Optimization exercise on an open flow, not production practice.
RTL: at most simulated, not proved equivalent.
Function not checked: runs 1, 5 and 6.
Power: default activity.

==> design/flow/design.v <==
module frame_rx (
    input  wire        clk,
    input  wire        rst,
    input  wire        in_valid,
    input  wire [7:0]  in_data,
    output wire        in_ready,
    output wire        o_valid,
    input  wire        o_ready,
    output wire [1:0]  o_kind,    
    output wire [15:0] o_pn,
    output wire [7:0]  o_type,
    output wire [5:0]  o_len,
    output wire [31:0] o_sid,
    output wire [15:0] o_tf,
    output wire [15:0] o_fi,
    output wire [7:0]  o_data,
    output wire        o_last
);
    localparam RING = 52;
    function [15:0] crc_byte;
        input [15:0] c_in;
        input [7:0]  b;
        integer k;
        reg [15:0] c;
        begin
            c = c_in ^ {b, 8'h00};
            for (k = 0; k < 8; k = k + 1)
                c = c[15] ? ((c << 1) ^ 16'h1021) : (c << 1);
            crc_byte = c;
        end
    endfunction
    function [15:0] crc_drop;
        input [7:0] b;
        integer k;
        reg [15:0] c;
        begin
            c = crc_byte(16'h0000, b);
            for (k = 0; k < 13; k = k + 1)
                c = crc_byte(c, 8'h00);
            crc_drop = c;
        end
    endfunction
    localparam [15:0] ROLL_CONST = 16'h8166;
    function [5:0] inc;
        input [5:0] x;
        inc = (x == RING - 1) ? 6'd0 : x + 6'd1;
    endfunction
    function [5:0] addm;
        input [5:0] x;
        input [5:0] d;
        reg [6:0] s;
        begin
            s = {1'b0, x} + {1'b0, d};
            addm = (s >= RING) ? s - RING : s[5:0];
        end
    endfunction
    function [5:0] subm;
        input [5:0] a;
        input [5:0] b;
        reg [6:0] s;
        begin
            s = {1'b0, a} - {1'b0, b};
            subm = s[6] ? s + RING : s[5:0];
        end
    endfunction
    reg [7:0]  ring [0:RING-1];
    reg [5:0]  wp;         
    reg [5:0]  r;          
    reg [7:0]  rb;         
    reg        rbv;
    reg [3:0]  j;          
    reg        incont;     
    reg [5:0]  left;       
    reg        drop;       
    reg [7:0]  w [0:12];   
    reg [15:0] wcrc;       
    reg [15:0] ccrc;       
    reg        lo_ok;
    reg        rdy;
    reg        ov;
    reg [1:0]  okind;
    reg [7:0]  odata;
    reg        olast;
    reg [5:0]  p;          
    reg [5:0]  pc;         
    integer i;
    reg  [5:0] hj;         
    reg  [5:0] f;          
    wire [5:0] used    = subm(wp, f);
    assign in_ready    = rdy;
    wire       acc_in  = in_valid & rdy;
    wire       avail   = (r != wp);
    wire [7:0] pbyte   = ring[p];
    wire       fire    = ov & o_ready;
    wire       last_ev = (okind == 2'd2) || (okind == 2'd0 && pc == 6'd0) ||
                         (okind == 2'd1 && olast);
    wire       can_job = ~ov | (o_ready & last_ev);
    wire       wfree   = ~(ov && okind != 2'd1) | o_ready;
    wire       ps_bad  = (w[4] != 8'd0) || (w[3] > 8'd49);
    wire [5:0] ps      = w[3][5:0];
    wire       is_end  = incont && (left == 6'd0);
    wire       is_lo   = incont ? (left == 6'd1) : (ps == 6'd0);
    wire       is_crc  = incont ? (left > 6'd1) : (ps != 6'd0);
    wire [15:0] cur    = incont ? ccrc : wcrc;
    wire       crc_ok  = lo_ok && (rb == ccrc[15:8]);
    wire       t_le4   = (w[2] <= 8'd4);
    wire       t_le1   = (w[2] <= 8'd1);
    wire       in_fill = (j != 4'd13);
    wire       sliding = !in_fill && !incont && (drop || ps_bad);
    wire       do_fill = in_fill && rbv && wfree;
    wire       do_slide = sliding && rbv;
    wire       in_cont = !in_fill && !sliding;
    wire       at_end  = in_cont && is_end;
    wire       emit_h  = crc_ok && t_le4;
    wire       emit_n  = !crc_ok && t_le1;
    wire       do_cont = in_cont && rbv && !at_end;
    wire       do_end  = at_end && rbv && (!(emit_h || emit_n) || can_job);
    wire       do_emit = do_end && (emit_h || emit_n);
    wire       rewind  = do_end && !(emit_h || emit_n);
    wire       take    = do_fill || do_slide || do_cont || do_end;
    wire [15:0] crc_in   = (in_fill && j == 4'd0) ? 16'hFFFF : cur;
    wire [15:0] crc_nx   = crc_byte(crc_in, rb);
    wire [15:0] roll_crc = crc_nx ^ crc_drop(w[0]) ^ ROLL_CONST;
    wire       pay_next = fire && (okind == 2'd1 && !olast || okind == 2'd0 && pc != 6'd0);
    wire       job_next = do_emit ? emit_h :
                          fire ? pay_next : (ov && okind != 2'd2);
    wire [5:0] p_next   = do_emit ? hj : pay_next ? inc(p) : p;
    wire [5:0] hj_next  = (do_fill || do_slide) ? inc(hj) : do_emit ? r : hj;
    wire [5:0] f_next   = job_next ? p_next : hj_next;
    always @(posedge clk) begin
        if (acc_in)
            ring[wp] <= in_data;
    end
    always @(posedge clk) begin
        if (do_fill || do_slide) begin
            for (i = 0; i < 12; i = i + 1)
                w[i] <= w[i+1];
            w[12] <= rb;
        end
    end
    always @(posedge clk) begin
        if ((take || !rbv) && avail && !rewind)
            rb <= ring[r];
    end
    always @(posedge clk) begin
        if (rst) begin
            wp    <= 6'd0;
            hj    <= 6'd0;
            f     <= 6'd0;
            r     <= 6'd0;
            rbv   <= 1'b0;
            j     <= 4'd0;
            incont <= 1'b0;
            drop  <= 1'b0;
            rdy   <= 1'b0;
            ov    <= 1'b0;
        end else begin
            if (acc_in)
                wp <= inc(wp);
            rdy <= (used <= RING - 3) || (used == RING - 2 && !acc_in);
            if (rewind) begin
                r   <= hj;
                rbv <= 1'b0;
            end else if ((take || !rbv) && avail) begin
                r   <= inc(r);
                rbv <= 1'b1;
            end else if (take) begin
                rbv <= 1'b0;
            end
            if (do_fill) begin
                wcrc <= crc_nx;
                j    <= j + 4'd1;
            end
            if (do_slide) begin
                wcrc <= roll_crc;
                drop <= 1'b0;
            end
            if (do_cont) begin
                ccrc <= is_crc ? crc_nx : cur;
                if (is_lo)
                    lo_ok <= (rb == cur[7:0]);
                incont <= 1'b1;
                left   <= incont ? left - 6'd1 : ps;
            end
            if (do_end) begin
                if (do_emit) begin
                    j <= 4'd0;
                end else begin
                    drop <= 1'b1;
                end
                incont <= 1'b0;
            end
            hj <= hj_next;
            f  <= f_next;
            if (fire) begin
                if (okind == 2'd1 && !olast || okind == 2'd0 && pc != 6'd0) begin
                    okind <= 2'd1;
                    odata <= pbyte;
                    olast <= (pc == 6'd1);
                    p     <= inc(p);
                    pc    <= pc - 6'd1;
                end else begin
                    ov <= 1'b0;
                end
            end
            if (do_emit) begin
                ov    <= 1'b1;
                okind <= emit_h ? 2'd0 : 2'd2;
                p     <= hj;
                pc    <= ps;
            end
        end
    end
    assign o_valid = ov;
    assign o_kind  = okind;
    assign o_pn    = {w[1], w[0]};
    assign o_type  = w[2];
    assign o_len   = w[3][5:0];
    assign o_sid   = {w[8], w[7], w[6], w[5]};
    assign o_tf    = {w[10], w[9]};
    assign o_fi    = {w[12], w[11]};
    assign o_data  = odata;
    assign o_last  = olast;
endmodule
==> design/flow/run.sh <==
#!/bin/bash
# synth_recipe.tcl (not shown) runs the flow's synth.tcl, then flattens the netlist and writes it again
# the make line also repeats each setting of config.mk as NAME=value (left out here)
make -C /OpenROAD-flow-scripts/flow DESIGN_CONFIG=/design/flow/config.mk WORK_HOME=/design/flow/orfs CLKGATE_MAP_FILE= SYNTH_SCRIPT=/design/flow/synth_recipe.tcl finish
==> design/flow/config.mk <==
export PLATFORM = sky130hd
export DESIGN_NAME = frame_rx
export DESIGN_NICKNAME = frame_rx
export VERILOG_FILES = /design/flow/design.v
export SDC_FILE = /design/flow/constraint.sdc
export NUM_CORES = 4
export LEC_CHECK = 0
export CAP_MARGIN = 20
export CORE_MARGIN = 2
export CORE_UTILIZATION = 40
export PLACE_DENSITY = 0.6
export SETUP_SLACK_MARGIN = 5
export SLEW_MARGIN = 20
export TNS_END_PERCENT = 0
==> design/flow/constraint.sdc <==
create_clock -name core_clock -period 8.0 [get_ports {clk}]
set_input_delay 1.6000 -clock core_clock [delete_from_list [all_inputs] [get_ports {clk}]]
set_output_delay 1.6000 -clock core_clock [all_outputs]
set_load 0.01 [all_outputs]
==> results of run 1 <==
[flip-flops by register name, summed over array words and instances, names as in the netlist, 2 cells and up]
register,flops
ring,416
w,104
ccrc,16
wcrc,16
odata,8
rb,8
f,6
hj,6
left,6
p,6
pc,6
r,6
wp,6
j,4
okind,2
[power by group through the flow]
stage | sequential (mW) | combinational, mW | clock [mW]
final | 4.30 | 2.62 | 3.28
after floorplan | 4.33 | 1.71 | 0
after global routing | 4.33 | 2.84 | 3.47
after CTS | 4.30 | 2.63 | 3.34
after detailed placement | 4.44 | 2.47 | 0
after global placement | 4.43 | 2.44 | 0
[stage by stage]
step	utilization, %	cell area, um^2	total power [mW]
finish	47.5	33900	10.2
global route	47.5	33900	10.6
CTS	47.2	33700	10.3
detailed placement	43.4	31000	6.91
global placement	43.4	31000	6.87
floorplan	-	28800	6.04
[layer usage]
layer,up-vias,share of wire [%]
li1,6766,-
met1,8409,42
met2,544,50
met3,102,5.9
met4,0,2.1
met5,-,0
[final timing paths]
path,from,to,slack [ps],cells after the start
setup / recovery,odata[1],o_data[1],4720,1
hold / removal,w[6][1],w[5][1],450,0
setup reg to reg,r[1],rb[2],4770,4
hold reg to reg,w[6][1],w[5][1],450,0
[cells in the mapped netlist, types with 3 or more instances]
cell / count / area (um^2)
inv_1: 27 / 101
nor4_1: 7 / 43.8
clkbuf_1: 57 / 214
and3_1: 3 / 18.8
mux4_2: 272 / 6130
edfxtp_1: 590 / 17700
o2bb2ai_1: 3 / 26.3
nor3b_1: 10 / 75.1
nand2b_1: 7 / 43.8
nand3b_1: 7 / 52.6
nand3_1: 15 / 75.1
xnor2_1: 70 / 613
dfxtp_1: 33 / 661
a311oi_1: 3 / 26.3
nor2b_1: 7 / 43.8
o21ai_0: 20 / 100
a211oi_1: 5 / 37.5
buf_1: 21 / 78.8
nand4_1: 7 / 43.8
nor2_1: 106 / 398
nor3_1: 18 / 90.1
ha_1: 18 / 225
a21oi_1: 34 / 170
or3_1: 5 / 31.3
buf_2: 18 / 90.1
or2_2: 6 / 37.5
o21a_1: 5 / 37.5
nand2_1: 83 / 312
a31oi_1: 6 / 37.5
xor2_1: 55 / 482
mux2i_1: 33 / 330
o31ai_1: 3 / 22.5
buf_4: 6 / 45.0
nor4b_1: 3 / 26.3
[repair_timing]
| action | CTS | global route |
|---|---|---|
| setup endpoints to repair | 572 | 596 |
| cloned | 2 | 0 |
| setup buffers | 20 | 7 |
| hold buffers | 0 | 0 |
| pin swaps | 0 | 5 |
| gates resized for setup | 53 | 27 |
[cell type report]
| cell class | instances | area, um^2 | area share [%] |
|---|---|---|---|
| sequential | 623 | 18400 | 54.3 |
| tap | 950 | 1190 | 3.51 |
| multi-input combinational | 841 | 10100 | 29.8 |
| timing repair inverter | 1 | 7.51 | 0.0222 |
| clock buffer | 82 | 1880 | 5.55 |
| clock inverter | 47 | 467 | 1.38 |
| inverter | 29 | 116 | 0.343 |
| timing repair buffer | 179 | 1740 | 5.13 |
[cell families after synthesis]
family                     Yosys count
AOI/OAI and AO/OA                   96
xor gates and xnor gates           125
adders and majority gates           19
buffers and inverters              132
DFF                                623
muxes                              306
and+or+nand+nor                    295
==> key figures, run 1 <==
Status
  • Status: timing/DRC/antenna clean

Yosys
  • Sequential area share after synthesis: a little under two thirds
  • Syn. warnings: 2
  • Syn nets: ~1600
  • Mapped Cells: about 1600
  • Netlist cell types: 60
  • Xor/xnor cell area share of the yosys netlist: between 3 and 4%
  • Main combinational cell family by area after synthesis: multiplexers
  • Primary FF master, synth: edfxtp_1
  • Adder-cell share of the synthesized area: less than 1%
  • Post-synthesis compound-gate area fraction: 2.13%
  • Number of enable flip-flop cells after synthesis: 590
  • Syn avg cell area: between 15 and 20 um^2
  • Post-synth ARST share: 0%
  • Register bit count reported by yosys: 623
  • Netlist Area Pre-Place: roughly 29000 um^2
  • Mux contribution to synthesized area: a little under a quarter
  • Post-synthesis simple-gate area fraction: 4.83%

STA
  • Max-slew violation count: 0
  • Final worst setup slack: 4720 ps
  • Crit share post-route: 41.0%
  • Min cycle time layout: around 3300 ps
  • Setup tns final: 0 ps
  • RSZ-0062 raised after global routing: yes
  • Setup Skew: 36.4 ps
  • Slew HR: about a quarter
  • Worst-Margin Slew: approximately 1100 ps
  • Final Hold Viols: 0
  • Fmax: between 300 and 400 MHz
  • Setup Viol. Count Final: 0
  • Hold slack: about 450 ps

Power
  • Pleak: around 11 nW
  • P_sw: between 2 and 3 mW
  • Clk pwr share: between 30 and 40%
  • Pint: between 7 and 8 mW
  • Combinational share of power: between 20% and 30%
  • Seq pwr share: 42.1%
  • Sw Share: around 29%
  • Max VDD drop: approximately 0.25 mV
  • Power Dens Cells: ~300 nW/um^2

Setup path
  • CP endpoint kind: primary output
  • Worst Path Buf+Inv: 1
  • Crit-path max FO: 1
  • Cell Chain, Critical Path: clkdlybuf4s50_1
  • Slowest CP cell: clkdlybuf4s50_1
  • CP Launch Type: register
  • CP peak stage delay: 590 ps
  • Critical path required time: 6400 ps
  • Kind of critical path: reg -> out
  • Arr. time, crit path: about 1700 ps
  • Delay-heaviest family, CP: buffers and inverters

Clock network
  • Reg clk slew, reported paths: 60 ps
  • Worst-Skew Late Latency: around 650 ps
  • H-tree levels: 3
  • Num CTS Buffers: 71
  • Clock Sink Count: ~620
  • CTS Buffer Depth: 3
  • TritonCTS clock tree: built
  • Clock root cell: clkbuf_16

Placed design
  • Placed insts: between 2000 and 3000
  • I/O Buffers: 118
  • DP Worst Slack: between 3000 and 4000 ps
  • Final GP Congestion: about 0.83
  • HPWL after DPL: approximately 47000 um

Drt
  • Via count: around 16000
  • Post-Route WL: between 70000 and 80000 um
  • Vias per inst: about 5.7
  • DR pass1 iterations: 7
  • DR iter-0 viols: roughly 1500
  • DRC violations left: 0
  • Routed wire per std cell: approximately 27 um
  • Final ANT Viol Nets: 0

Finish
  • Filler cells: between 5000 and 6000
  • Area growth from synthesis to layout: 17.9%
  • Most common cell after layout, fill and taps aside: edfxtp_1
  • Final Non-Filler Cells: approximately 2800
  • Diode count: 0
  • Most frequent cells in the layout: edfxtp_1 (590), mux4_2 (272), clkdlybuf4s50_1 (108)
  • Total Nets Final: 1777
  • Share of layout cells above drive strength 1: between 20 and 30%

Die
  • Std-Cell Rows: 98
  • Die Y: roughly 270 um
  • Die Area: approximately 74000 um^2
  • IO Count: roughly 120
  • Die Wd: ~270 um
  • Core Region: 71400 um^2
  • Initial Util: between 40% and 50%

Global routing
  • GRT Util Overall: around 20%
  • First-pass GRT wire length: approximately 110000 um
  • GR peak layer: met2
  • Total gr overflow: 0
  • Largest net degree at the start of global routing: roughly 110
  • M2 GR Usage: 34.2%
  • Initial antenna violation count: 1
  • Grt met1 use: 28.2%
  • Vias in the first global route: ~16000
  • Routing usage on met3: under 10%

Min path
  • Hold/Removal Path Class: reg -> reg

Job
  • Max Cap Viol: 0
==> inputs of run 2 (changes only) <==
--- a/design/flow/design.v
+++ b/design/flow/design.v
@@ -87,3 +87,3 @@
     reg  [5:0] hj;         
-    reg  [5:0] f;          
+    wire [5:0] f       = (ov && okind != 2'd2) ? p : hj;
     wire [5:0] used    = subm(wp, f);
@@ -124,7 +124,4 @@
     wire       pay_next = fire && (okind == 2'd1 && !olast || okind == 2'd0 && pc != 6'd0);
-    wire       job_next = do_emit ? emit_h :
-                          fire ? pay_next : (ov && okind != 2'd2);
     wire [5:0] p_next   = do_emit ? hj : pay_next ? inc(p) : p;
     wire [5:0] hj_next  = (do_fill || do_slide) ? inc(hj) : do_emit ? r : hj;
-    wire [5:0] f_next   = job_next ? p_next : hj_next;
     always @(posedge clk) begin
@@ -148,3 +145,2 @@
             hj    <= 6'd0;
-            f     <= 6'd0;
             r     <= 6'd0;
@@ -193,3 +189,2 @@
             hj <= hj_next;
-            f  <= f_next;
             if (fire) begin
--- a/design/flow/config.mk
+++ b/design/flow/config.mk
@@ -10,2 +10,4 @@
 export CORE_UTILIZATION = 40
+export CTS_CLUSTER_DIAMETER = 80
+export CTS_CLUSTER_SIZE = 30
 export PLACE_DENSITY = 0.6
@@ -13,2 +15 @@
 export SLEW_MARGIN = 20
-export TNS_END_PERCENT = 0
==> run 2 against run 1 <==
Against the previous run: still clean; final cell count shrank 2.7%; area after synthesis is 0.90% lower; critical path depth increased by 3; setup slack better by 250 ps; sequential cell count down 6; sequential share of layout area is 1.2 points higher; fmax increased by 8.3%.
==> key figures, run 2 <==
Finish
  • Total Nets Final: 1746 (-1.7%)
  • Most frequent cells in the layout: edfxtp_1 (590), mux4_2 (272), dlygate4sd2_1 (100)
  • Final Non-Filler Cells: 2678 (-2.7%)
  • Most common cell after layout, fill and taps aside: edfxtp_1
  • Number of flip-flops in the largest register: 416 (unchanged)
  • Biggest register: ring
  • Area growth from synthesis to layout: 15.6%
  • Share of layout cells above drive strength 1: 29.8% (+1.4 points)
  • Diode count: 0 (unchanged)
  • Final Instance Area: 32900 um^2 (-2.8%)
  • Filler cells: 5953 (-0.10%)
  • Largest regs: ring x416, w x104

Yosys
  • Area share of the largest cell type after synthesis: 62.2% (+0.56 points)
  • Count leader, synth: edfxtp_1
  • Netlist cell types: 59 (-1.7%)
  • Sequential area share after synthesis: 64.1% (+0.16 points)
  • Mapped Cells: 1567 (-1.8%)
  • Post-synth top cells: edfxtp_1 (590), mux4_2 (272), nor2_1 (109)
  • Syn nets: 1598 (-1.8%)
  • Number of enable flip-flop cells after synthesis: 590 (unchanged)
  • Syn. warnings: 2 (unchanged)
  • Syn avg cell area: 18.2 um^2 (+0.94%)
  • Synth area leaders: edfxtp_1 (62%), mux4_2 (22%), xnor2_1 (2.4%)
  • Primary FF master, synth: edfxtp_1
  • Leading area contributor after synthesis: edfxtp_1
  • Netlist Area Pre-Place: 28500 um^2 (-0.90%)
  • Post-synth ARST share: 0% (unchanged)
  • Register bit count reported by yosys: 617 (-0.96%)

Placed design
  • Placed Area: 30600 um^2 (-1.1%)
  • HPWL after DPL: 47200 um (+1.2%)
  • Final GP Congestion: 0.826 (-0.11%)
  • I/O Buffers: 118 (unchanged)
  • DP Worst Slack: 3390 ps (+175 ps)
  • Placed insts: 2547 (-1.8%)

STA
  • Setup Skew: 41.4 ps (+4.96 ps)
  • Final worst setup slack: 4970 ps (+252 ps)
  • Fmax: 330 MHz (+8.3%)
  • Slew HR: 25.4% (+1.3 points)
  • Max-slew violation count: 0 (unchanged)
  • RSZ-0062 raised after global routing: yes
  • Hold slack: 433 ps (-13.9 ps)
  • Min cycle time layout: 3030 ps (-252 ps)
  • Final Hold Viols: 0 (unchanged)
  • Setup tns final: 0 ps (unchanged)
  • Crit share post-route: 37.8% (-3.2 points)
  • Setup Viol. Count Final: 0 (unchanged)
  • Worst-Margin Slew: 1120 ps (-19.2 ps)

Clock network
  • Clock Sink Count: 617 (-0.96%)
  • Reg clk slew, reported paths: 100 ps (+40 ps)
  • Worst-Skew Late Latency: 610 ps (-40 ps)
  • CTS Buffer Depth: 3 (unchanged)
  • TritonCTS clock tree: built
  • Cts hold-fix bufs: 0 (unchanged)
  • Num CTS Buffers: 34 (-52%)
  • H-tree levels: 2 (-1)
  • Clock root cell: clkbuf_16

Global routing
  • Vias in the first global route: 15800 (-2.4%)
  • Largest net degree at the start of global routing: 67 (-40%)
  • First-pass GRT wire length: 109000 um (-2.2%)
  • Total gr overflow: 0 (unchanged)
  • Initial antenna violation count: 1 (unchanged)
  • GRT Util Overall: 20.3% (-0.30 points)

Drt
  • DR iter-0 viols: 1555 (+3.6%)
  • DRC violations left: 0 (unchanged)
  • DR pass1 iterations: 5 (-2)
  • Via count: 15600 (-1.6%)
  • Post-Route WL: 74200 um (-1.9%)
  • Final ANT Viol Nets: 0 (unchanged)
  • Routed wire per std cell: 27.7 um (+0.82%)
  • Vias per inst: 5.81 (+1.1%)

Setup path
  • CP Launch Type: input port
  • CP endpoint kind: register
  • Crit-path max FO: 8 (+7)
  • Critical path required time: 8240 ps (+1840 ps)
  • Kind of critical path: in -> reg
  • Arr. time, crit path: 3270 ps (+1590 ps)

Die
  • IO Count: 119 (unchanged)
  • Die Wd: 271 um (-0.44%)
  • Std-Cell Rows: 97 (-1.0%)
  • Initial Util: 40.5% (+0.26 points)
  • Core Region: 70300 um^2 (-1.5%)
  • Die Y: 271 um (-0.44%)
  • Die Area: 73300 um^2 (-0.88%)

Status
  • Status: timing/DRC/antenna clean

Power
  • Pleak: 10.2 nW (-3.2%)
  • Max VDD drop: 0.164 mV (-34%)
  • Power Dens Cells: 263 nW/um^2 (-13%)

Job
  • Max Cap Viol: 0 (unchanged)

Min path
  • Hold/Removal Path Class: reg -> reg
[run 2: power by group]
part,total [mW],switching (mW),internal [mW]
clock,2.02,1.13,0.892
combinational,2.56,1.35,1.22
sequential,4.08,0.178,3.91
[run 2: worst paths after layout]
kind,start,end,slack [ps],cells past startpoint
hold reg to reg,w[10][5],w[9][5],430,0
setup reg to reg,p[1],odata[3],5000,5
hold / removal,w[10][5],w[9][5],430,0
setup / recovery,in_valid,ring[37][3],4970,4
[run 2: per-stage QoR]
| stage | utilization [%] | total power [mW] |
|---|---|---|
| 3_5_place_dp | 43.6 | 6.58 |
| 5_1_grt | 46.9 | 9.05 |
| 4_1_cts | 46.6 | 8.73 |
| 3_3_place_gp | 43.6 | 6.54 |
| 6_report | 46.9 | 8.67 |
| 2_1_floorplan | - | 5.82 |
[run 2: layout make-up]
| class | count | area (um^2) | area share (%) |
|---|---|---|---|
| clock buffer | 38 | 887 | 2.69 |
| multi-input combinational | 835 | 10200 | 30.9 |
| tap | 940 | 1180 | 3.57 |
| clock inverter | 21 | 262 | 0.794 |
| inverter | 16 | 63.8 | 0.194 |
| timing repair inverter | 1 | 7.51 | 0.0228 |
| sequential | 617 | 18300 | 55.5 |
| timing repair buffer | 210 | 2100 | 6.38 |
[run 2: cells by family (layout without fill, tap and decap cells)]
family	count (synthesis)	after routing	synth area share [%]
AO/OA/AOI/OAI	96	96	2.11
XOR/XNOR	126	126	3.88
adder cells (fa/ha/maj)	19	19	0.861
buffers and inverters	115	286	1.81
flip-flops	617	617	64.1
multiplexers	297	297	22.4
AND/OR/NAND/NOR	297	297	4.83
[run 2: critical path, cell delays in order]
cell	delay [ps]
dlygate4sd2_1	340
and3_2	300
nand2_1	420
nor2_2	590
[run 2: metal layers]
layer	wire [um]	global-route usage, %	vias to the layer above	part of all wire, %
li1	-	-	6653	-
met1	30800	27.7	8257	42
met2	36600	33.5	573	49
met3	4470	3.15	86	6.0
met4	2240	6.44	2	3.0
met5	11	0	-	0.015
[run 2: repair_timing]
| item | 4_1_cts | 5_1_grt |
|---|---|---|
| setup endpoints to repair | 676 | 212 |
| cloned | 4 | 1 |
| gates resized for setup | 231 | 14 |
| pin swaps | 9 | 6 |
| buffers inserted | 46 | 21 |
Testbench counts of run 2, summed over its fixed seeds: cycles 50,804.
==> inputs of run 3 (changes only) <==
--- a/design/flow/config.mk
+++ b/design/flow/config.mk
@@ -11,3 +11,3 @@
 export CTS_CLUSTER_DIAMETER = 80
-export CTS_CLUSTER_SIZE = 30
+export CTS_CLUSTER_SIZE = 25
 export PLACE_DENSITY = 0.6
==> run 3 against run 2 <==
Against the previous run: routed wire length about the same; sequential cell count unchanged; area after synthesis unchanged; clock power up 6%; sequential power about the same; via count up 0.60%; final cell count about the same; cell area up 0.16%; setup slack worse by 1.7 ps; fmax about the same.
==> key figures, run 3 <==
Status
  • Status: timing/DRC/antenna clean

Finish
  • Area growth from synthesis to layout: 15.8%
  • Number of flip-flops in the largest register: 416 (unchanged)
  • Biggest register: ring
  • Share of layout cells above drive strength 1: 30.0% (+0.15 points)
  • Most frequent cells in the layout: edfxtp_1 (590), mux4_2 (272), dlygate4sd2_1 (100)
  • Final Non-Filler Cells: 2676 (-0.075%)
  • Most common cell after layout, fill and taps aside: edfxtp_1
  • Largest regs: ring x416, w x104
  • Final Instance Area: 33000 um^2 (+0.16%)
  • Total Nets Final: 1742 (-0.23%)
  • Diode count: 0 (unchanged)

Yosys
  • Post-synthesis compound-gate area fraction: 2.11% (unchanged)
  • Area share of the largest cell type after synthesis: 62.2% (unchanged)
  • Sequential area share after synthesis: 64.1% (unchanged)
  • Synth area leaders: edfxtp_1 (62%), mux4_2 (22%), xnor2_1 (2.4%)
  • Mapped Cells: 1567 (unchanged)
  • Syn. warnings: 2 (unchanged)
  • Post-synth ARST share: 0% (unchanged)
  • Post-synth top cells: edfxtp_1 (590), mux4_2 (272), nor2_1 (109)
  • Adder-cell share of the synthesized area: 0.861% (unchanged)
  • Register bit count reported by yosys: 617 (unchanged)
  • Leading area contributor after synthesis: edfxtp_1
  • Syn nets: 1598 (unchanged)
  • Number of enable flip-flop cells after synthesis: 590 (unchanged)
  • Netlist Area Pre-Place: 28500 um^2 (unchanged)
  • Netlist cell types: 59 (unchanged)
  • Syn avg cell area: 18.2 um^2 (unchanged)
  • Primary FF master, synth: edfxtp_1
  • Count leader, synth: edfxtp_1
  • Main combinational cell family by area after synthesis: multiplexers
  • Post-synthesis simple-gate area fraction: 4.83% (unchanged)
  • Xor/xnor cell area share of the yosys netlist: 3.88% (unchanged)
  • Mux contribution to synthesized area: 22.4% (unchanged)

Min path
  • Hold/Removal Path Class: reg -> reg
  • Hold Crit Depth: 0 (unchanged)
  • Hold Path Sink: w[9][5]
  • Min-delay src: w[10][5]

Setup path
  • Critical path required time: 8320 ps (+80 ps)
  • CP Launch Type: register
  • Arr. time, crit path: 3350 ps (+80 ps)
  • Reg2reg start: p[1]
  • Crit path from: p[1]
  • Kind of critical path: reg -> reg
  • RR Endpoint: odata[3]
  • Reg2Reg Depth: 5 (unchanged)
  • R2R Setup Slk: 4970 ps (-30 ps)
  • Crit-path max FO: 66 (+58)
  • CP endpoint kind: register

Drt
  • DR pass1 iterations: 7 (+2)
  • DRC violations left: 0 (unchanged)
  • Final ANT Viol Nets: 0 (unchanged)
  • Vias per inst: 5.85 (+0.68%)
  • Routed wire per std cell: 27.7 um (about the same)
  • DR iter-0 viols: 1701 (+9.4%)
  • Post-Route WL: 74100 um (about the same)
  • Via count: 15700 (+0.60%)

Global routing
  • Total gr overflow: 0 (unchanged)
  • Largest net degree at the start of global routing: 76 (+13%)
  • Initial antenna violation count: 1 (unchanged)
  • GRT Util Overall: 20.2% (-0.095 points)
  • First-pass GRT wire length: 109000 um (-0.16%)
  • Vias in the first global route: 15800 (+0.36%)

Power
  • Pleak: 10.2 nW (about the same)
  • Combinational share of power: 29.0% (-0.6 points)
  • Clk pwr share: 24.5% (+1.2 points)
  • Seq pwr share: 46.5% (-0.6 points)
  • Power Dens Cells: 266 nW/um^2 (+1.1%)
  • P_sw: 2.68 mW (+0.90%)
  • Max VDD drop: 0.231 mV (+41%)
  • Pint: 6.10 mW (+1.4%)
  • Sw Share: 30.5% (-0.10 points)

Clock network
  • CTS Buffer Depth: 3 (unchanged)
  • H-tree levels: 2 (unchanged)
  • Clock Sink Count: 617 (unchanged)
  • Clock root cell: clkbuf_16
  • Worst-Skew Late Latency: 600 ps (about the same)
  • TritonCTS clock tree: built
  • Num CTS Buffers: 37 (+8.8%)
  • Reg clk slew, reported paths: 90 ps (about the same)
  • Cts hold-fix bufs: 0 (unchanged)

Placed design
  • I/O Buffers: 118 (unchanged)
  • Final GP Congestion: 0.826 (unchanged)
  • HPWL after DPL: 47200 um (unchanged)
  • Placed Area: 30600 um^2 (unchanged)
  • Placed insts: 2547 (unchanged)

Die
  • Die Wd: 271 um (unchanged)
  • Initial Util: 40.5% (unchanged)
  • Std-Cell Rows: 97 (unchanged)
  • Die Y: 271 um (unchanged)
  • Die Area: 73300 um^2 (unchanged)
  • IO Count: 119 (unchanged)
  • Core Region: 70300 um^2 (unchanged)

Job
  • Max Cap Viol: 0 (unchanged)

STA
  • Setup Viol. Count Final: 0 (unchanged)
  • Setup tns final: 0 ps (unchanged)
  • Crit share post-route: 37.9% (about the same)
  • Min cycle time layout: 3030 ps (+1.72 ps)
  • Worst-Margin Slew: 1090 ps (-24.5 ps)
  • Fmax: 330 MHz (about the same)
  • Final Hold Viols: 0 (unchanged)
  • Max-slew violation count: 0 (unchanged)
  • Setup Skew: 32.3 ps (-9.09 ps)
  • Slew HR: 27.0% (+1.6 points)
  • RSZ-0062 raised after global routing: yes
run 3: cell counts after synthesis:
No cell type changed its count.
run 3: power groups by stage:
stage | combinational, mW | clock (mW) | sequential, mW
floorplan | 1.68 | 0 | 4.13
global placement | 2.28 | 0 | 4.26
detailed placement | 2.31 | 0 | 4.27
CTS | 2.52 | 2.20 | 4.11
global route | 2.74 | 2.30 | 4.11
finish | 2.55 | 2.15 | 4.08
run 3: worst max-delay path, cell delays in order (launching register included):
cell and delay [ps]:
edfxtp_1 350, buf_6 410, buf_16 410, mux4_2 450, mux4_2 530, mux4_2 510
run 3: final cells by class:
cell class	instances	area (um^2)
Multi-Input combinational cell	835	10200
Timing Repair Buffer	203	2000
Sequential cell	617	18300
Inverter	16	63.8
Clock buffer	42	966
Fill cell	5953	37300
Clock inverter	22	303
Timing Repair inverter	1	7.51
Tap cell	940	1180
run 3: worst max path at each step:
stage	end	cells past startpoint	slack [ps]
after global placement	w[11][5]	7	3500
after floorplan	hj[3]	8	3530
after CTS	rdy	12	4910
after detailed placement	w[12][4]	7	3390
after global routing	rdy	12	4870
final	odata[3]	5	4970
run 3: logic make-up (layout without fill, tap and decap cells):
group	after synthesis	count (layout)
adders and majority gates	19	19
xor gates and xnor gates	126	126
and+or+nand+nor	297	297
muxes	297	297
DFF	617	617
buffers and inverters	115	284
AOI/OAI and AO/OA	96	96
run 3: repair_timing:
item,4_1_cts,5_1_grt
resized for setup,235,17
cloned,3,0
pin swaps,10,5
hold endpoints to repair,0,0
endpoints found under the setup margin,676,267
buffers inserted,45,17
run 3: metal layers:
| layer | vias to the layer above | GRT usage [%] | share of wire, % |
|---|---|---|---|
| li1 | 6655 | - | - |
| met1 | 8267 | 27.9 | 42 |
| met2 | 621 | 33.0 | 49 |
| met3 | 120 | 2.86 | 6.2 |
| met4 | 2 | 6.56 | 3.4 |
| met5 | - | 0 | 0.015 |
run 3: through the flow:
step / setup slack [ps] / util (%) / power, mW / hold WS, ps
2_1_floorplan: 3530 / - / 5.82 / 421
3_3_place_gp: 3500 / 43.6 / 6.54 / 431
3_5_place_dp: 3390 / 43.6 / 6.58 / 430
4_1_cts: 4910 / 46.7 / 8.82 / 432
5_1_grt: 4870 / 46.9 / 9.16 / 447
6_report: 4970 / 46.9 / 8.78 / 431
==> inputs of run 4 (changes only) <==
--- a/design/flow/config.mk
+++ b/design/flow/config.mk
@@ -9,6 +9,6 @@
 export CORE_MARGIN = 2
-export CORE_UTILIZATION = 40
+export CORE_UTILIZATION = 45
 export CTS_CLUSTER_DIAMETER = 80
 export CTS_CLUSTER_SIZE = 25
-export PLACE_DENSITY = 0.6
+export PLACE_DENSITY = 0.7
 export SETUP_SLACK_MARGIN = 5
==> run 4 against run 3 <==
Against the previous run: still clean on timing, DRC and antenna; first-iteration DRC count fell by 0.82%; critical path depth fell by 2; via count rose by 2.6%; cell area fell by 0.61%; register-to-register slack improved by 60 ps; clock power fell by about 10%; clock-buffer cell count fell by 1; fmax fell by 1.2%; largest cell class unchanged; highest routed layer unchanged.
==> key figures, run 4 <==
Clock network
  • TritonCTS clock tree: built
  • Worst-Skew Late Latency: 590 ps (about the same)
  • Num CTS Buffers: 34 (-8.1%)
  • Cts hold-fix bufs: 0 (unchanged)
  • CTS Buffer Depth: 3 (unchanged)
  • H-tree levels: 2 (unchanged)
  • Clock root cell: clkbuf_16
  • Reg clk slew, reported paths: 100 ps (about the same)
  • Clock Sink Count: 617 (unchanged)

Setup path
  • R2R Setup Slk: 5030 ps (+60 ps)
  • Arr. time, crit path: 1460 ps (-1890 ps)
  • CP endpoint kind: primary output
  • CP peak stage delay: 430 ps (-100 ps)
  • Kind of critical path: reg -> out
  • Critical path required time: 6400 ps (-1920 ps)
  • Slowest CP cell: edfxtp_1
  • Worst Path Buf+Inv: 3 (+1)
  • Cell Chain, Critical Path: buf_4, buf_4, buf_2
  • Crit-path max FO: 3 (-95%)
  • RR Endpoint: rdy
  • Reg2Reg Depth: 12 (+7)
  • Delay-heaviest family, CP: buffers and inverters
  • Critical Path Most Common Cell: buf_4
  • Reg2reg start: okind[0]
  • CP Launch Type: register

Power
  • Design Power: 8.50 mW (-3.1%)
  • Seq pwr share: 48.3% (+1.8 points)
  • Power Dens Cells: 259 nW/um^2 (-2.5%)
  • Pleak: 10.3 nW (+0.53%)
  • Clk pwr share: 22.7% (-1.8 points)
  • Combinational share of power: 29.0% (about the same)
  • Max VDD drop: 0.233 mV (+0.88%)
  • Pint: 5.95 mW (-2.5%)
  • P_sw: 2.55 mW (-4.6%)
  • Sw Share: 30.0% (-0.47 points)

Drt
  • DRC violations left: 0 (unchanged)
  • Post-Route WL: 72200 um (-2.6%)
  • DR pass1 iterations: 5 (-2)
  • Vias per inst: 6.22 (+6.2%)
  • Via count: 16100 (+2.6%)
  • DR iter-0 viols: 1687 (-0.82%)
  • Final ANT Viol Nets: 0 (unchanged)
  • Routed wire per std cell: 27.9 um (+0.86%)

Die
  • Initial Util: 45.3% (+4.8 points)
  • Die Wd: 256 um (-5.6%)
  • Die Y: 256 um (-5.6%)
  • Die Area: 65300 um^2 (-11%)
  • Std-Cell Rows: 92 (-5.2%)
  • IO Count: 119 (unchanged)
  • Core Region: 62900 um^2 (-11%)

Yosys
  • Syn. warnings: 2 (unchanged)
  • Netlist cell types: 59 (unchanged)
  • Sequential area share after synthesis: 64.1% (unchanged)
  • Mapped Cells: 1567 (unchanged)
  • Post-synth top cells: edfxtp_1 (590), mux4_2 (272), nor2_1 (109)
  • Post-synth ARST share: 0% (unchanged)
  • Netlist Area Pre-Place: 28500 um^2 (unchanged)
  • Syn nets: 1598 (unchanged)
  • Register bit count reported by yosys: 617 (unchanged)
  • Syn avg cell area: 18.2 um^2 (unchanged)
  • Primary FF master, synth: edfxtp_1
  • Area share of the largest cell type after synthesis: 62.2% (unchanged)
  • Synth area leaders: edfxtp_1 (62%), mux4_2 (22%), xnor2_1 (2.4%)
  • Leading area contributor after synthesis: edfxtp_1
  • Number of enable flip-flop cells after synthesis: 590 (unchanged)
  • Count leader, synth: edfxtp_1

Min path
  • Hold/Removal Path Class: reg -> reg
  • Hold Path Sink: w[5][3]
  • Min-delay src: w[6][3]
  • Hold Crit Depth: 0 (unchanged)

STA
  • Fmax: 326 MHz (-1.2%)
  • Final Hold Viols: 0 (unchanged)
  • Max-slew violation count: 0 (unchanged)
  • Crit share post-route: 38.3% (+0.44 points)
  • RSZ-0062 raised after global routing: yes
  • Worst-Margin Slew: 1080 ps (-12.5 ps)
  • Setup Viol. Count Final: 0 (unchanged)
  • Setup Skew: 39.4 ps (+7.04 ps)
  • Setup tns final: 0 ps (unchanged)
  • Min cycle time layout: 3060 ps (+35.6 ps)
  • Slew HR: 27.9% (+0.84 points)

Placed design
  • HPWL after DPL: 44100 um (-6.5%)
  • Final GP Congestion: 0.832 (+0.73%)
  • I/O Buffers: 118 (unchanged)
  • Placed Area: 30500 um^2 (-0.26%)

Finish
  • Number of flip-flops in the largest register: 416 (unchanged)
  • Biggest register: ring
  • Most common cell after layout, fill and taps aside: edfxtp_1
  • Most frequent cells in the layout: edfxtp_1 (590), mux4_2 (272), dlygate4sd2_1 (103)
  • Area growth from synthesis to layout: 15.1%
  • Largest regs: ring x416, w x104
  • Share of layout cells above drive strength 1: 29.0% (-0.97 points)
  • Total Nets Final: 1752 (+0.57%)
  • Final Instance Area: 32800 um^2 (-0.61%)
  • Diode count: 0 (unchanged)
  • Core Util, Final: 52.2% (+5.2 points)

Job
  • Max Cap Viol: 0 (unchanged)

Status
  • Status: timing/DRC/antenna clean

Global routing
  • First-pass GRT wire length: 106000 um (-2.0%)
  • Largest net degree at the start of global routing: 57 (-25%)
  • Initial antenna violation count: 1 (unchanged)
  • GRT Util Overall: 22.0% (+1.8 points)
  • Total gr overflow: 0 (unchanged)
  • Vias in the first global route: 16200 (+2.6%)
run 4: cell count changes in the layout (fill, tap and decap cells not counted), sizes merged:
cell	change
buf	+5
bufbuf	+4
bufinv	-2
clkbuf	-2
clkdlybuf4s15	-1
clkdlybuf4s50	+1
clkinv	+3
dlygate4sd2	+3
inv	-8
run 4: layer usage:
layer | part of all wire [%] | GRT usage (%) | wire (um) | vias up
met5 | 0.017 | 0 | 12 | -
met4 | 4.1 | 8.33 | 2980 | 2
li1 | - | - | - | 6667
met1 | 38 | 29.8 | 27700 | 8416
met3 | 8.7 | 3.91 | 6250 | 149
met2 | 49 | 35.7 | 35200 | 833
run 4: logic make-up (layout without fill, tap and decap cells):
kind of cell | count (synthesis) | in the layout | share of synthesized area (%)
xor+xnor | 126 | 126 | 3.88
flops | 617 | 617 | 64.1
mux | 297 | 297 | 22.4
compound gates | 96 | 96 | 2.11
simple gates | 297 | 297 | 4.83
buf+inv | 115 | 287 | 1.81
fa+ha+maj | 19 | 19 | 0.861
run 4: layout make-up:
cell class | count | area [um^2]
clock inverter | 13 | 170
clock buffer | 41 | 918
inverter | 16 | 63.8
timing repair buffer | 214 | 2150
fill | 4994 | 30100
tap | 846 | 1060
sequential | 617 | 18300
timing repair inverter | 3 | 22.5
multi-input combinational | 835 | 10100
run 4: how the worst max path moves through the flow:
stage	startpoint	to	slack [ps]	cells after the start
6_report	okind[0]	o_kind[0]	4940	3
5_1_grt	okind[1]	rdy	4860	14
4_1_cts	okind[0]	rdy	4820	12
3_5_place_dp	o_ready	w[0][2]	3290	7
3_3_place_gp	o_ready	w[0][0]	3400	7
2_1_floorplan	o_ready	hj[3]	3530	8
run 4: what timing repair did:
item	CTS	global route
pin swaps	16	5
endpoints found under the setup margin	606	178
buffers inserted	50	15
gates cloned	8	0
gates resized for setup	205	24
run 4: per-stage QoR:
stage	hold WS (ps)	worst slack, ps	instances
finish	438	4940	2585
global route	467	4860	2585
CTS	443	4820	2570
detailed placement	433	3290	2458
global placement	430	3400	2458
floorplan	421	3530	1567
run 4: power by group through the flow:
stage	clock [mW]	combinational, mW	sequential [mW]
4_1_cts	1.97	2.42	4.12
2_1_floorplan	0	1.68	4.13
6_report	1.93	2.46	4.11
3_3_place_gp	0	2.28	4.21
5_1_grt	2.08	2.65	4.13
3_5_place_dp	0	2.32	4.22
==> inputs of run 5 (changes only) <==
--- a/design/flow/design.v
+++ b/design/flow/design.v
@@ -79,2 +79,4 @@
     reg        rdy;
+    reg [7:0]  ib;         
+    reg        ibv;
     reg        ov;
@@ -127,4 +129,5 @@
     always @(posedge clk) begin
-        if (acc_in)
-            ring[wp] <= in_data;
+        ib <= in_data;
+        if (ibv)
+            ring[wp] <= ib;
     end
@@ -151,7 +154,9 @@
             rdy   <= 1'b0;
+            ibv   <= 1'b0;
             ov    <= 1'b0;
         end else begin
-            if (acc_in)
+            ibv <= acc_in;
+            if (ibv)
                 wp <= inc(wp);
-            rdy <= (used <= RING - 3) || (used == RING - 2 && !acc_in);
+            rdy <= acc_in ? (used + ibv <= RING - 3) : (used + ibv <= RING - 2);
             if (rewind) begin
--- a/design/flow/config.mk
+++ b/design/flow/config.mk
@@ -9,6 +9,6 @@
 export CORE_MARGIN = 2
-export CORE_UTILIZATION = 45
+export CORE_UTILIZATION = 40
 export CTS_CLUSTER_DIAMETER = 80
 export CTS_CLUSTER_SIZE = 25
-export PLACE_DENSITY = 0.7
+export PLACE_DENSITY = 0.6
 export SETUP_SLACK_MARGIN = 5
==> run 5 against run 4 <==
Against the previous run: setup slack worse by 260 ps; utilization is 5.9 points lower; worst hold slack improved by 11 ps; fmax shrank 7.9%; synthesized cell count increased by 3.2%; die area grew 14%; non-clock buffer count rose by 1.
==> key figures, run 5 <==
Finish
  • Final Instance Area: 33100 um^2 (+1.1%)
  • Final Non-Filler Cells: 2741 (+6.0%)
  • Most frequent cells in the layout: edfxtp_1 (590), mux4_2 (273), nor2_1 (115)
  • Most common cell after layout, fill and taps aside: edfxtp_1
  • Diode count: 0 (unchanged)
  • Share of layout cells above drive strength 1: 27.3% (-1.7 points)
  • Filler cells: 6139 (+23%)
  • Number of flip-flops in the largest register: 416 (unchanged)
  • Biggest register: ring
  • Total Nets Final: 1800 (+2.7%)
  • Largest regs: ring x416, w x104
  • Area growth from synthesis to layout: 14.5%

Power
  • Power Dens Cells: 261 nW/um^2 (+0.48%)
  • Clk pwr share: 24.8% (+2.1 points)
  • Pint: 6.07 mW (+2.0%)
  • Sw Share: 29.8% (-0.29 points)
  • Pleak: 10.4 nW (+1.1%)
  • P_sw: 2.57 mW (+0.63%)
  • Max VDD drop: 0.182 mV (-22%)
  • Combinational share of power: 27.2% (-1.8 points)
  • Seq pwr share: 48.1% (-0.2 points)

STA
  • RSZ-0062 raised after global routing: yes
  • Max-slew violation count: 0 (unchanged)
  • Setup tns final: 0 ps (unchanged)
  • Min cycle time layout: 3330 ps (+263 ps)
  • Final worst setup slack: 4670 ps (-263 ps)
  • Setup Skew: 49.1 ps (+9.74 ps)
  • Hold slack: 449 ps (+11.3 ps)
  • Fmax: 301 MHz (-7.9%)
  • Slew HR: 21.9% (-6.0 points)
  • Worst-Margin Slew: 1170 ps (+86.1 ps)
  • Crit share post-route: 41.6% (+3.3 points)
  • Final Hold Viols: 0 (unchanged)
  • Setup Viol. Count Final: 0 (unchanged)

Global routing
  • Largest net degree at the start of global routing: 67 (+18%)
  • Total gr overflow: 0 (unchanged)
  • GRT Util Overall: 20.2% (-1.7 points)
  • Initial antenna violation count: 2 (+1)
  • Vias in the first global route: 16300 (+0.49%)
  • First-pass GRT wire length: 110000 um (+3.0%)

Die
  • Die Wd: 273 um (+6.8%)
  • Die Area: 74500 um^2 (+14%)
  • Die Y: 273 um (+6.8%)
  • IO Count: 119 (unchanged)
  • Std-Cell Rows: 98 (+6.5%)
  • Core Region: 71600 um^2 (+14%)
  • Initial Util: 40.4% (-4.9 points)

Status
  • Status: timing/DRC/antenna clean

Placed design
  • HPWL after DPL: 46300 um (+4.9%)
  • Final GP Congestion: 0.790 (-5.1%)
  • Placed Area: 31200 um^2 (+2.1%)
  • DP Worst Slack: 3400 ps (+116 ps)
  • I/O Buffers: 118 (unchanged)
  • Placed insts: 2613 (+6.3%)

Clock network
  • Clock root cell: clkbuf_16
  • Num CTS Buffers: 37 (+8.8%)
  • Cts hold-fix bufs: 0 (unchanged)
  • Clock Sink Count: 626 (+1.5%)
  • Reg clk slew, reported paths: 90 ps (about the same)
  • Worst-Skew Late Latency: 610 ps (+20 ps)
  • TritonCTS clock tree: built
  • CTS Buffer Depth: 3 (unchanged)
  • H-tree levels: 2 (unchanged)

Drt
  • Routed length on met3: 5430 um (-13%)
  • DRC violations left: 0 (unchanged)
  • DR pass1 iterations: 9 (+4)
  • WL met2: 37500 um (+6.3%)
  • Vias per inst: 5.86 (-5.7%)
  • Post-Route WL: 75300 um (+4.3%)
  • DR iter-0 viols: 1777 (+5.3%)
  • Met1 WL: 30000 um (+8.0%)
  • Via count: 16100 (-0.031%)
  • Routed wire per std cell: 27.5 um (-1.6%)
  • Top sig layer: met4
  • Final ANT Viol Nets: 0 (unchanged)

Yosys
  • Synth area leaders: edfxtp_1 (61%), mux4_2 (21%), dfxtp_1 (2.5%)
  • Post-synth top cells: edfxtp_1 (590), mux4_2 (273), nor2_1 (127)
  • Primary FF master, synth: edfxtp_1
  • Syn avg cell area: 17.9 um^2 (-1.5%)
  • Syn. warnings: 2 (unchanged)
  • Syn nets: 1650 (+3.3%)
  • Register bit count reported by yosys: 626 (+1.5%)
  • Netlist Area Pre-Place: 29000 um^2 (+1.7%)
  • Area share of the largest cell type after synthesis: 61.2% (-1.0 points)
  • Sequential area share after synthesis: 63.7% (-0.43 points)
  • Number of enable flip-flop cells after synthesis: 590 (unchanged)
  • Count leader, synth: edfxtp_1
  • Leading area contributor after synthesis: edfxtp_1
  • Post-synth ARST share: 0% (unchanged)
  • Mapped Cells: 1617 (+3.2%)
  • Netlist cell types: 64 (+8.5%)

Min path
  • Hold/Removal Path Class: reg -> reg

Setup path
  • RR Endpoint: rdy
  • CP Launch Type: register
  • Slowest CP cell: mux4_2
  • Kind of critical path: reg -> reg
  • CP peak stage delay: 500 ps (+70 ps)
  • Reg2reg start: okind[1]
  • CP endpoint kind: register
  • Critical path required time: 8450 ps (+2050 ps)
  • Arr. time, crit path: 3770 ps (+2310 ps)
  • R2R Setup Slk: 4670 ps (-360 ps)
  • Crit path to: rdy
  • Delay-heaviest family, CP: simple AND/OR/NAND/NOR gates
  • Stages on the worst setup path: 15 (+12)
  • Reg2Reg Depth: 15 (+3)
  • Crit path from: okind[1]
  • Crit-path max FO: 4 (+1)
  • Worst Path Buf+Inv: 2 (-1)
  • Cell Chain, Critical Path: nand2b_4, nand2_8, mux2_4, ha_4, inv_2, fa_2, xnor2_2, inv_2, ha_4, or3_1, mux4_2, nand4_1, o221ai_2, nand3_1, o211ai_1

Job
  • Max Cap Viol: 0 (unchanged)
[run 5: cell types whose count changed after synthesis, sizes merged, moves of 9 or more]
cell	change
nor2	+17
nand2b	+15
nand2	-14
xnor2	-13
clkbuf	+11
a21oi	+9
and3	-9
dfxtp	+9
[run 5: worst min path at each step]
stage             start       end  slack [ps]  depth (start not counted)
4_1_cts         w[9][7]   w[8][7]         450                          0
5_1_grt        w[12][5]  w[11][5]         460                          0
2_1_floorplan     rb[5]  w[12][5]         420                          0
6_report        w[9][7]   w[8][7]         450                          0
3_3_place_gp   w[10][7]   w[9][7]         430                          0
3_5_place_dp    w[1][6]   w[0][6]         430                          0
[run 5: cell type report]
class,count,area (um^2),share of cell area (%)
clock buffer,44,973,2.94
clock inverter,19,246,0.744
inverter,21,82.6,0.249
multi-input combinational,864,10200,30.7
sequential,626,18500,55.7
tap,950,1190,3.59
timing repair buffer,215,2000,6.04
timing repair inverter,2,15.0,0.0453
[run 5: repair_timing]
item,4_1_cts,5_1_grt
cloned,4,1
pin swaps,14,9
endpoints found under the setup margin,252,120
setup buffers,50,8
gates resized for setup,166,17
[run 5: per-layer routing]
layer  up-vias  global-route usage, %
li1       6836                      -
met4         0                   6.60
met2       663                   34.1
met5         -                      0
met1      8431                   26.7
met3       132                   3.57
[run 5: power by group through the flow]
stage                     clock network (mW)  registers [mW]  logic [mW]
after floorplan                            0            4.21        1.53
after global placement                     0            4.35        2.07
after detailed placement                   0            4.35        2.10
after CTS                               2.20            4.18        2.31
after global routing                    2.30            4.18        2.54
final                                   2.14            4.15        2.35
[run 5: per-stage QoR]
| step | utilization [%] | total power, mW |
|---|---|---|
| after floorplan | - | 5.74 |
| after global placement | 43.5 | 6.42 |
| after detailed placement | 43.6 | 6.45 |
| after CTS | 46.1 | 8.68 |
| after global routing | 46.3 | 9.02 |
| final | 46.3 | 8.64 |
[run 5: kinds of logic after synthesis]
kind of cell               count (synthesis)  synth area share (%)
and+or+nand+nor                          310                  4.99
muxes                                    305                  22.4
xor gates and xnor gates                 117                  3.54
buffers and inverters                    128                  2.00
DFF                                      626                  63.7
AOI/OAI and AO/OA                        110                  2.48
adders and majority gates                 21                 0.934
==> inputs of run 6 (changes only) <==
--- a/design/flow/design.v
+++ b/design/flow/design.v
@@ -66,2 +66,15 @@
     reg [7:0]  ring [0:RING-1];
+    function [7:0] ring_rd;
+        input [5:0] a;
+        integer g, k;
+        reg [7:0] grp [0:RING/4-1];
+        begin
+            for (g = 0; g < RING / 4; g = g + 1) begin
+                grp[g] = 8'd0;
+                for (k = 0; k < 4; k = k + 1)
+                    grp[g] = grp[g] | (ring[4*g+k] & {8{a[1:0] == k}});
+            end
+            ring_rd = grp[a[5:2]];
+        end
+    endfunction
     reg [5:0]  wp;         
@@ -79,4 +92,2 @@
     reg        rdy;
-    reg [7:0]  ib;         
-    reg        ibv;
     reg        ov;
@@ -94,3 +105,4 @@
     wire       avail   = (r != wp);
-    wire [7:0] pbyte   = ring[p];
+    wire [7:0] pbyte   = ring_rd(p);
+    wire [7:0] rbyte   = ring_rd(r);
     wire       fire    = ov & o_ready;
@@ -129,5 +141,4 @@
     always @(posedge clk) begin
-        ib <= in_data;
-        if (ibv)
-            ring[wp] <= ib;
+        if (acc_in)
+            ring[wp] <= in_data;
     end
@@ -142,3 +153,3 @@
         if ((take || !rbv) && avail && !rewind)
-            rb <= ring[r];
+            rb <= rbyte;
     end
@@ -154,9 +165,7 @@
             rdy   <= 1'b0;
-            ibv   <= 1'b0;
             ov    <= 1'b0;
         end else begin
-            ibv <= acc_in;
-            if (ibv)
+            if (acc_in)
                 wp <= inc(wp);
-            rdy <= acc_in ? (used + ibv <= RING - 3) : (used + ibv <= RING - 2);
+            rdy <= (used <= RING - 3) || (used == RING - 2 && !acc_in);
             if (rewind) begin
==> run 6 against run 5 <==
Against the previous run: critical endpoint is now rb[3]; cell area shrank 1.1%; first-iteration DRC count rose by 93%; critical path depth shrank 8; worst hold slack worse by 1.5 ps; non-clock buffer count grew 17; largest cell class unchanged; clock skew barely moved; area after synthesis decreased by 5.1%; clock-buffer cell count shrank 3; global-route usage is 4.4 points higher; routed wire length up 20%; die area fell by 5.0%.
==> key figures, run 6 <==
Yosys
  • Post-synth top cells: edfxtp_1 (590), a221oi_1 (161), a22o_1 (160)
  • Area share of the largest cell type after synthesis: 64.5% (+3.3 points)
  • Primary FF master, synth: edfxtp_1
  • Count leader, synth: edfxtp_1
  • Register bit count reported by yosys: 617 (-1.4%)
  • Netlist cell types: 68 (+6.3%)
  • Syn nets: 2038 (+24%)
  • Netlist Area Pre-Place: 27500 um^2 (-5.1%)
  • Mapped Cells: 2001 (+24%)
  • Syn. warnings: 4 (+2)
  • Synth area leaders: edfxtp_1 (64%), a221oi_1 (5.1%), a22o_1 (5.1%)
  • Syn avg cell area: 13.7 um^2 (-23%)
  • Sequential area share after synthesis: 66.5% (+2.8 points)
  • Number of enable flip-flop cells after synthesis: 590 (unchanged)
  • Leading area contributor after synthesis: edfxtp_1
  • Post-synth ARST share: 0% (unchanged)

Finish
  • Filler cells: 5835 (-5.0%)
  • Storage element area: 18300 um^2 (-1.0%)
  • Biggest register: ring
  • Area of the multi-input gates: 9840 um^2 (-3.5%)
  • Core Util, Final: 48.0% (+1.7 points)
  • Most frequent cells in the layout: edfxtp_1 (590), a22o_1 (160), a221oi_1 (121)
  • Share of layout cells above drive strength 1: 17.4% (-9.9 points)
  • Final Non-Filler Cells: 3036 (+11%)
  • Total Nets Final: 2168 (+20%)
  • Number of flip-flops in the largest register: 416 (unchanged)
  • Diode count: 0 (unchanged)
  • Final Instance Area: 32800 um^2 (-1.1%)
  • Area growth from synthesis to layout: 19.3%
  • Largest regs: ring x416, w x104
  • Most common cell after layout, fill and taps aside: edfxtp_1

STA
  • Crit share post-route: 38.7% (-2.9 points)
  • Fmax: 323 MHz (+7.4%)
  • Final Hold Viols: 0 (unchanged)
  • RSZ-0062 raised after global routing: yes
  • Slew HR: 14.5% (-7.4 points)
  • Worst-Margin Slew: 1280 ps (+111 ps)
  • Min cycle time layout: 3100 ps (-230 ps)
  • Max-slew violation count: 0 (unchanged)
  • Setup tns final: 0 ps (unchanged)
  • Setup Viol. Count Final: 0 (unchanged)
  • Setup Skew: 49.5 ps (+0.364 ps)

Global routing
  • Initial antenna violation count: 3 (+1)
  • GRT Util Overall: 24.6% (+4.4 points)
  • Largest net degree at the start of global routing: 65 (-3.0%)
  • Total gr overflow: 0 (unchanged)
  • First-pass GRT wire length: 129000 um (+17%)
  • Vias in the first global route: 18900 (+16%)

Setup path
  • Kind of critical path: reg -> reg
  • CP endpoint kind: register
  • CP peak stage delay: 480 ps (-20 ps)
  • Delay-heaviest family, CP: compound AO/OA/AOI/OAI gates
  • R2R Setup Slk: 4900 ps (+230 ps)
  • Critical path required time: 8280 ps (-170 ps)
  • Cell Chain, Critical Path: inv_1, ha_4, buf_6, a221oi_1, o22ai_1, nor4_4, a31oi_1
  • Crit-path max FO: 50 (+46)
  • Worst Path Buf+Inv: 2 (unchanged)
  • Arr. time, crit path: 3370 ps (-400 ps)
  • Slowest CP cell: dfxtp_2
  • CP Launch Type: register

Placed design
  • HPWL after DPL: 54600 um (+18%)
  • Placed Area: 29400 um^2 (-5.8%)
  • I/O Buffers: 118 (unchanged)
  • Final GP Congestion: 0.980 (+24%)
  • Placed insts: 2877 (+10%)

Clock network
  • CTS Buffer Depth: 3 (unchanged)
  • Num CTS Buffers: 35 (-5.4%)
  • Cts hold-fix bufs: 0 (unchanged)
  • Clock root cell: clkbuf_16
  • Clock Sink Count: 617 (-1.4%)
  • TritonCTS clock tree: built
  • H-tree levels: 2 (unchanged)
  • Worst-Skew Late Latency: 620 ps (about the same)
  • Reg clk slew, reported paths: 90 ps (about the same)

Die
  • Initial Util: 40.2% (-0.23 points)
  • IO Count: 119 (unchanged)
  • Die Y: 266 um (-2.5%)
  • Die Area: 70800 um^2 (-5.0%)
  • Die Wd: 266 um (-2.5%)
  • Core Region: 68300 um^2 (-4.6%)
  • Std-Cell Rows: 96 (-2.0%)

Job
  • Max Cap Viol: 0 (unchanged)

Power
  • Design Power: 8.87 mW (+2.7%)
  • Pleak: 10.5 nW (+1.1%)
  • Max VDD drop: 0.177 mV (-2.4%)
  • Power Dens Cells: 271 nW/um^2 (+3.8%)

Drt
  • Vias per inst: 6.54 (+12%)
  • DR pass1 iterations: 6 (-3)
  • DR iter-0 viols: 3432 (+93%)
  • Post-Route WL: 90700 um (+20%)
  • Routed wire per std cell: 29.9 um (+8.7%)
  • DRC violations left: 0 (unchanged)
  • Via count: 19900 (+24%)
  • Final ANT Viol Nets: 0 (unchanged)

Status
  • Status: timing/DRC/antenna clean

Min path
  • Hold/Removal Path Class: reg -> reg
run 6: cell types whose count changed in the layout (fill, tap and decap cells not counted), sizes merged, moves of 17 or more:
cell	before	now
a21oi	48	71
a221oi	4	161
a22o	0	160
a22oi	1	97
a31oi	4	21
buf	98	118
mux4	273	0
nand2	69	121
nor3	17	34
o22ai	1	80
xor2	51	69
run 6: power by group:
part	total [mW]	switching (mW)	internal, mW
sequential	4.12	0.197	3.93
clock	2.08	1.14	0.937
combinational	2.67	1.59	1.08
run 6: logic make-up (layout without fill, tap and decap cells):
group	Yosys count	after routing	synth area share, %
compound gates	663	663	18.5
flops	617	617	66.5
simple gates	382	383	6.44
buf+inv	166	318	2.55
xor+xnor	122	122	3.97
mux	26	26	0.947
fa+ha+maj	25	25	1.17
run 6: metal layers:
metal  wire length [um]  up-vias  track usage, %
met5                 49        -               0
met4               4540        6            11.5
met3               9140      252            5.32
met2              41500     1292            38.8
met1              35400     9951            32.7
li1                   -     8367               -
run 6: worst register-to-register path, cell delays in order (launching register included):
cell	delay [ps]
dfxtp_2	480
inv_1	160
ha_4	350
buf_6	380
a221oi_1	510
o22ai_1	320
nor4_4	440
a31oi_1	160
run 6: path summary, 6_finish.rpt:
path / startpoint / end / cells after the start
worst min-delay path: w[8][1] / w[7][1] / 0
worst max-delay path: r[1] / rb[3] / 7
worst max register to register: r[1] / rb[3] / 7
worst min register to register: w[8][1] / w[7][1] / 0
run 6: metrics by stage:
stage,worst slack (ps),hold slack [ps]
final,4900,448
after CTS,4790,448
after floorplan,3710,421
after detailed placement,3090,433
after global routing,4900,463
after global placement,3150,434
run 6: repair_timing:
item / 4_1_cts / 5_1_grt
pin swaps: 18 / 33
setup buffers: 56 / 34
cloned: 5 / 3
endpoints found under the setup margin: 699 / 556
resized for setup: 313 / 77
run 6: final cells by class:
class	count	area share, %
inverter	23	0.294
timing repair inverter	3	0.0687
tap	882	3.37
multi-input combinational	1219	30.0
clock inverter	19	0.729
clock buffer	41	2.81
timing repair buffer	232	7.00
sequential	617	55.7
==> inputs of run 7 (changes only) <==
--- a/design/flow/design.v
+++ b/design/flow/design.v
@@ -66,15 +66,2 @@
     reg [7:0]  ring [0:RING-1];
-    function [7:0] ring_rd;
-        input [5:0] a;
-        integer g, k;
-        reg [7:0] grp [0:RING/4-1];
-        begin
-            for (g = 0; g < RING / 4; g = g + 1) begin
-                grp[g] = 8'd0;
-                for (k = 0; k < 4; k = k + 1)
-                    grp[g] = grp[g] | (ring[4*g+k] & {8{a[1:0] == k}});
-            end
-            ring_rd = grp[a[5:2]];
-        end
-    endfunction
     reg [5:0]  wp;         
@@ -105,4 +92,3 @@
     wire       avail   = (r != wp);
-    wire [7:0] pbyte   = ring_rd(p);
-    wire [7:0] rbyte   = ring_rd(r);
+    wire [7:0] pbyte   = ring[p];
     wire       fire    = ov & o_ready;
@@ -153,3 +139,3 @@
         if ((take || !rbv) && avail && !rewind)
-            rb <= rbyte;
+            rb <= ring[r];
     end
==> design/flow/flow/run.sh (new file) <==
#!/bin/bash
# The standard layout (bash standard.sh, which also runs the standard
# synthesis unchanged), except that the port buffers that global placement
# inserts on every input and output are sky130_fd_sc_hd__buf_2 cells instead
# of the delay-buffer cells buffer_ports picks by default.
set -euo pipefail
echo "export BUFFER_PORTS_ARGS = -buffer_cell sky130_fd_sc_hd__buf_2" >> config.mk
bash standard.sh > orfs_flow.log 2>&1
==> design/flow/standard.sh (new file) <==
#!/bin/bash
# synth_recipe.tcl (not shown) runs the flow's synth.tcl, then flattens the netlist and writes it again
# the make line also repeats each setting of config.mk as NAME=value (left out here)
make -C /OpenROAD-flow-scripts/flow DESIGN_CONFIG=/design/flow/config.mk WORK_HOME=/design/flow/orfs CLKGATE_MAP_FILE= SYNTH_SCRIPT=/design/flow/synth_recipe.tcl "${@:-finish}"
--- a/design/flow/config.mk
+++ b/design/flow/config.mk
@@ -15 +15,2 @@
 export SLEW_MARGIN = 20
+export BUFFER_PORTS_ARGS = -buffer_cell sky130_fd_sc_hd__buf_2
removed: design/flow/run.sh
==> run 7 against run 6 <==
Against the previous run: still clean on timing, DRC and antenna; sequential power about the same; area after synthesis increased by 3.6%; clock-buffer cell count fell by 2; fmax up 1.4%; global-route usage down 4.3 points; clock skew decreased by 18 ps; non-clock buffer count decreased by 56; sequential share of layout area grew 1.5 points; critical endpoint is now ring[40][5].
==> key figures, run 7 <==
Clock network
  • Reg clk slew, reported paths: 90 ps (about the same)
  • TritonCTS clock tree: built
  • H-tree levels: 2 (unchanged)
  • CTS Buffer Depth: 3 (unchanged)
  • Worst-Skew Late Latency: 590 ps (-30 ps)
  • Clock Sink Count: 617 (unchanged)
  • Num CTS Buffers: 36 (+2.9%)

Power
  • Max VDD drop: 0.212 mV (+20%)
  • Pleak: 9.92 nW (-5.5%)
  • Pint: 5.97 mW (+0.45%)
  • Seq pwr share: 48.2% (+1.7 points)

Finish
  • Total Nets Final: 1714 (-21%)
  • Share of layout cells above drive strength 1: 33.2% (+16 points)
  • Area growth from synthesis to layout: 12.1%
  • Biggest register: ring
  • Final Instance Area: 31900 um^2 (-2.6%)
  • Final Non-Filler Cells: 2646 (-13%)
  • Most frequent cells in the layout: edfxtp_1 (590), mux4_2 (272), buf_2 (118)
  • Filler cells: 5970 (+2.3%)
  • Most common cell after layout, fill and taps aside: edfxtp_1

STA
  • Slew HR: 27.2% (+13 points)
  • Worst-Margin Slew: 1090 ps (-191 ps)
  • Max-slew violation count: 0 (unchanged)
  • Fmax: 328 MHz (+1.4%)
  • Crit share post-route: 38.2% (-0.55 points)
  • Setup Viol. Count Final: 0 (unchanged)
  • Final worst setup slack: 4950 ps (+43.7 ps)
  • Setup Skew: 31.6 ps (-17.8 ps)
  • Setup tns final: 0 ps (unchanged)
  • Hold slack: 447 ps (-0.951 ps)
  • Final Hold Viols: 0 (unchanged)
  • RSZ-0062 raised after global routing: yes

Drt
  • Routed wire per std cell: 28.5 um (-4.7%)
  • DR iter-0 viols: 1565 (-54%)
  • Vias per inst: 5.98 (-8.6%)
  • DRC violations left: 0 (unchanged)
  • Via count: 15800 (-20%)
  • Post-Route WL: 75300 um (-17%)

Placed design
  • I/O Buffers: 118 (unchanged)
  • HPWL after DPL: 45900 um (-16%)
  • DP Worst Slack: 3890 ps (+795 ps)
  • Final GP Congestion: 0.813 (-17%)

Yosys
  • Area share of the largest cell type after synthesis: 62.2% (-2.3 points)
  • Sequential area share after synthesis: 64.1% (-2.3 points)
  • Post-synth top cells: edfxtp_1 (590), mux4_2 (272), nor2_1 (109)
  • Syn avg cell area: 18.2 um^2 (+32%)
  • Count leader, synth: edfxtp_1
  • Netlist Area Pre-Place: 28500 um^2 (+3.6%)
  • Synth area leaders: edfxtp_1 (62%), mux4_2 (22%), xnor2_1 (2.4%)
  • Number of enable flip-flop cells after synthesis: 590 (unchanged)
  • Post-synth ARST share: 0% (unchanged)
  • Mapped Cells: 1567 (-22%)
  • Register bit count reported by yosys: 617 (unchanged)

Die
  • Die Y: 271 um (+1.8%)
  • Die Wd: 271 um (+1.8%)
  • Core Region: 70300 um^2 (+2.8%)
  • IO Count: 119 (unchanged)
  • Std-Cell Rows: 97 (+1.0%)
  • Initial Util: 40.5% (+0.32 points)
  • Die Area: 73300 um^2 (+3.6%)

Setup path
  • CP Launch Type: input port
  • Kind of critical path: in -> reg
  • Critical path required time: 8220 ps (-60 ps)
  • CP peak stage delay: 780 ps (+300 ps)
  • Cell Chain, Critical Path: buf_2, nand2_1, nor2_1, nand2_1, nor2_1
  • Reg2reg start: r[0]
  • CP endpoint kind: register

Global routing
  • Total gr overflow: 0 (unchanged)
  • GRT Util Overall: 20.4% (-4.3 points)

Min path
  • Hold/Removal Path Class: reg -> reg

Status
  • Status: timing/DRC/antenna clean
run 7: cell count changes in the layout (fill, tap and decap cells not counted), moves of 35 or more:
cell / before / now
a221oi_1: 121 / 0
o22ai_1: 76 / 0
a221oi_2: 35 / 0
mux4_2: 0 / 272
buf_2: 6 / 118
buf_4: 81 / 42
a22oi_1: 97 / 0
dlygate4sd2_1: 102 / 0
nor2_4: 53 / 2
a22o_1: 160 / 0
run 7: timing repair:
item	CTS	global route
gates resized for setup	26	30
endpoints found under the setup margin	221	306
pin swaps	1	6
setup buffers	13	17
cloned	5	1
run 7: cell type report:
type | count | area (um^2) | area share (%)
Antenna cell | 1 | 2.50 | 0.00784
Clock buffer | 39 | 955 | 2.99
Clock inverter | 21 | 244 | 0.764
Inverter | 16 | 63.8 | 0.200
Multi-Input combinational cell | 835 | 9940 | 31.1
Sequential cell | 617 | 18300 | 57.2
Tap cell | 940 | 1180 | 3.68
Timing Repair Buffer | 176 | 1280 | 4.02
Timing Repair inverter | 1 | 5.00 | 0.0157
run 7: metal layers:
layer | global-route usage, % | vias up | wire length (um)
met5 | 0 | - | 0
met4 | 7.08 | 0 | 2670
met3 | 2.53 | 118 | 4480
met2 | 33.4 | 625 | 37000
met1 | 28.1 | 8485 | 31200
li1 | - | 6592 | -
run 7: final timing paths:
check | to | slack [ps]
max | ring[40][5] | 4950
min reg2reg | w[10][4] | 450
max reg2reg | rb[5] | 5070
min | w[10][4] | 450
run 7: cell families after synthesis:
group,Yosys count,share of synthesized area [%]
XOR/XNOR,126,3.88
buffers and inverters,115,1.81
multiplexers,297,22.4
adder cells (fa/ha/maj),19,0.861
flip-flops,617,64.1
AND/OR/NAND/NOR,297,4.83
AO/OA/AOI/OAI,96,2.11
run 7: power by group through the flow:
stage | Clock [mW] | Combinational, mW | Sequential [mW]
after global routing | 2.23 | 2.55 | 4.17
after floorplan | 0 | 1.68 | 4.13
after global placement | 0 | 2.15 | 4.27
after detailed placement | 0 | 2.17 | 4.28
final | 2.09 | 2.37 | 4.14
after CTS | 2.14 | 2.32 | 4.16
Testbench counts of run 7, summed over its fixed seeds: cycles 50,804.
